Source: an optimization exercise on an open RTL-to-GDS flow (aim: small area). Production flows keep margins and buffers that such runs may drop. Only simulation tests tie the RTL to the original design; equivalence was not proved. No driver is modelled on the clock port, so clock power and skew are understated where the tree is cut down; a real chip needs a root buffer or a tree. Power figures rest on the tool's default switching activity, not on a simulated workload.

Design stpm3x_link, start of the top module:
module stpm3x_link (
    input  wire        clk,
    input  wire        rst,
    input  wire [7:0]  t_min,         
    input  wire        cmd_valid,
    output wire        cmd_ready,
    input  wire [2:0]  cmd_op,
    input  wire [7:0]  cmd_addr,
    input  wire [39:0] cmd_data,
    output wire        rsp_valid,
    output wire [2:0]  rsp_code,
    output wire [79:0] rsp_data,
    output wire [1:0]  rsp_crc_err,   
    output wire        arb_req,
    input  wire        arb_ack,
    input  wire        arb_gnt,
    output wire        bus_held,
    output wire        spi_cs_n,
    output wire        spi_sclk,
    output wire        spi_mosi,
    input  wire        spi_miso
);
Size: roughly 430 cells after synthesis, roughly 160 I/O pins, roughly 3500 sq um of cells after synthesis.
clock: 8.0 ns
lec_check: 0
abc_area: 1
cap_margin: 5
core_margin: 2
core_utilization: 65
place_density: 0.75
slew_margin: 5
standard.sh (not shown) runs the stock make flow with config.mk's settings and CLKGATE_MAP_FILE= SYNTH_SCRIPT=/design/flow/synth_recipe.tcl, a recipe that flattens the netlist after the stock synthesis.
==> flow/flow/run.sh <==
#!/bin/bash
set -euo pipefail
export BUFFER_PORTS_ARGS="-buffer_cell sky130_fd_sc_hd__buf_1"
export SKIP_REPAIR_TIE_FANOUT=1
export PRE_CTS_TCL=$PWD/flow/manual_cts.tcl
bash standard.sh synth > synth.log 2>&1
R=orfs/results/sky130hd/stpm3x_link/base
LIB=$FLOW_HOME/platforms/sky130hd/lib/sky130_fd_sc_hd__tt_025C_1v80.lib
YOSYS=$FLOW_HOME/../tools/install/yosys/bin/yosys
[[ -x $YOSYS ]] || YOSYS=yosys
cp $R/1_2_yosys.v remap_in.v
# Seventeen re-mappings, four at a time: one plain, sixteen with ABC's deepsyn
# from different seeds. The smallest netlist is used.
variants="plain"
for seed in 1 2 3 4 5 6 7 8 9 10 11 12 13 14 15 16; do variants="$variants $seed"; done
n=0
for v in $variants; do
  if [[ $v == plain ]]; then
    cp flow/area_plain.abc remap_$v.abc
  else
    sed "s#SEED#$v#" flow/area_deep.abc > remap_$v.abc
  fi
  sed "s#LIBFILE#$LIB#g; s#INFILE#remap_in.v#; s#ABCSCRIPT#remap_$v.abc#; s#STATFILE#remap_stat_$v.txt#; s#OUTFILE#remap_out_$v.v#" flow/remap.ys > remap_run_$v.ys
  timeout 900 $YOSYS -s remap_run_$v.ys > remap_$v.log 2>&1 &
  n=$((n + 1))
  if (( n % 4 == 0 )); then wait || true; fi
done
wait || true
best=""
bestarea=""
for v in $variants; do
  a=$(awk '/Chip area/ {print $NF}' remap_stat_$v.txt 2>/dev/null || true)
  [[ -n "$a" && -s remap_out_$v.v ]] || continue
  if [[ -z "$best" ]] || awk -v x="$a" -v y="$bestarea" 'BEGIN { exit !(x < y) }'; then
    best=$v
    bestarea=$a
  fi
done
echo "remap: using variant $best, area $bestarea" > remap_choice.txt
cp remap_out_$best.v $R/1_2_yosys.v
bash standard.sh finish > finish.log 2>&1
Other scripts of this flow, unchanged in this note and not shown: flow/flow/area_deep.abc, flow/flow/area_plain.abc, flow/flow/manual_cts.tcl, flow/flow/remap.ys
Edit:
--- a/flow/design.v
+++ b/flow/design.v
@@ -74,25 +74,25 @@
                      ST_COMP  = 3'd1,    
                      ST_REQ   = 3'd2,    
                      ST_RES   = 3'd3,    
                      ST_DLYO  = 3'd4,    
                      ST_FRAME = 3'd5,    
                      ST_DLYE  = 3'd7;    
     localparam [2:0] D_ZERO = 3'd0, D_ONE = 3'd1, D_S39 = 3'd2, D_S31 = 3'd3,
                      D_S23  = 3'd4, D_S15 = 3'd5, D_C7 = 3'd6, D_DE = 3'd7;
     reg  [2:0]  st;
     reg  [2:0]  op;
     reg  [7:0]  cnt;       
     reg         fr;        
-    reg         e0, e1;    
+    reg         e0;        
     reg  [39:0] S;
     reg  [7:0]  C;
     wire [2:0] bi = cnt[6:4];
     wire [2:0] ki = cnt[3:1];    
     wire s_idle  = (st == ST_IDLE);
     wire s_comp  = (st == ST_COMP);
     wire s_req   = (st == ST_REQ);
     wire s_dlyo  = (st == ST_DLYO);
     wire s_frame = (st == ST_FRAME);
     wire s_dlye  = (st == ST_DLYE);
     wire s_close = s_dlye && fr && (cnt[7:3] == 5'd0);
     wire s_res   = (st == ST_RES);
@@ -217,25 +217,24 @@
         else if (s_comp)
             cnt <= {cnt[7:1] - 7'd1, cnt[0]};
         else
             cnt <= cnt - 8'd1;
         if (load) begin
             op <= cmd_op;
             fr <= 1'b0;
         end
         if ((s_frame || s_dlye) && st_n == ST_DLYO) fr <= 1'b1;
         if (s_comp && first) e0 <= 1'b1;              
         if (s_req) e0 <= 1'b0;                        
         if (s_dlyo && cnt0) e0 <= !cz;
-        if (s_dlye && cnt[7:3] != 5'd0) e1 <= !cz;
     end
     always @(posedge clk) begin
         if (load || (s_dlyo && cnt0))
             C <= 8'd0;
         else if (step && !c_shift)
             C <= {C[6:0], 1'b0} ^ ({8{cin ^ C[7]}} & 8'h07);
         else if (step)
             C <= {C[6:0], cin};
     end
     wire        sh_a  = step && (fullrot || ash) && !load;
     wire        sh_b  = step && (fullrot || bsh) && !load;
     wire        hd_a  = !load && !sh_a;
@@ -243,14 +242,14 @@
     wire [39:0] s_ld  = {cmd_op[1] ? cmd_addr : cmd_data[39:32], cmd_data[31:0]};
     wire [39:0] s_sh  = {S[38:16], ain, S[14:0], bin};
     wire [39:0] s_sel = {{24{sh_a}}, {16{sh_b}}};
     wire [39:0] s_hd  = {{24{hd_a}}, {16{hd_b}}};
     always @(posedge clk)
         S <= ({40{load}} & s_ld) | (s_sel & s_sh) | (s_hd & S);
     assign rsp_valid = s_res;
     assign rsp_code  = is_bus ? (fr ? {2'b00, is_rd} : (e0 ? 3'd4 : 3'd3))
                      : (op == 3'd0) ? 3'd5 : 3'd2;
     assign rsp_data  = {S[15:8], 24'hFFFFFF, S[7:0], 8'hFF,
                         S[23:16], S[31:24], S[39:32],
                         C[7:1], (op == 3'd5) ? cz : C[0]};
-    assign rsp_crc_err = {e1, e0};
+    assign rsp_crc_err = {S[7:0] != 8'd0, e0};
 endmodule
=> Total power drops by 8.5%. Utilization hardly moves. Worst setup slack is better by 11 ps. Critical path depth climbs by 1. Synthesized area drops by 0.50%. Die area drops by 0.48%. Sequential cell count drops by 1.
In every run of this note, the design's own scripts or RTL, not TritonCTS, make the clock network.

==> what the ideal ports hide <==
The flow's constraints put no driver on any port. The routed layouts listed below were extracted and timed again, unchanged, in two steps. Step 1 sets driving cells, clkbuf_16 on the clock port and buf_2 on the other inputs (assumed; they add their load-dependent delay and slew). Step 2 times the ports against the registers' clock, not the clock port: input delays grow and output delays shrink by t, the midpoint of the rising clock arrivals with the driver on. Slacks: ideal / step 1 / step 2; pairs: ideal / step 1.
run	t (ns)	setup WS [ns]	clock arrival spread, ns
the first run	0.396	2.873 / 2.847 / 3.242	0.005 / 0.005
the second run	0.383	2.884 / 2.858 / 3.241	0.006 / 0.006
After both steps setup and hold are still met in every run listed.
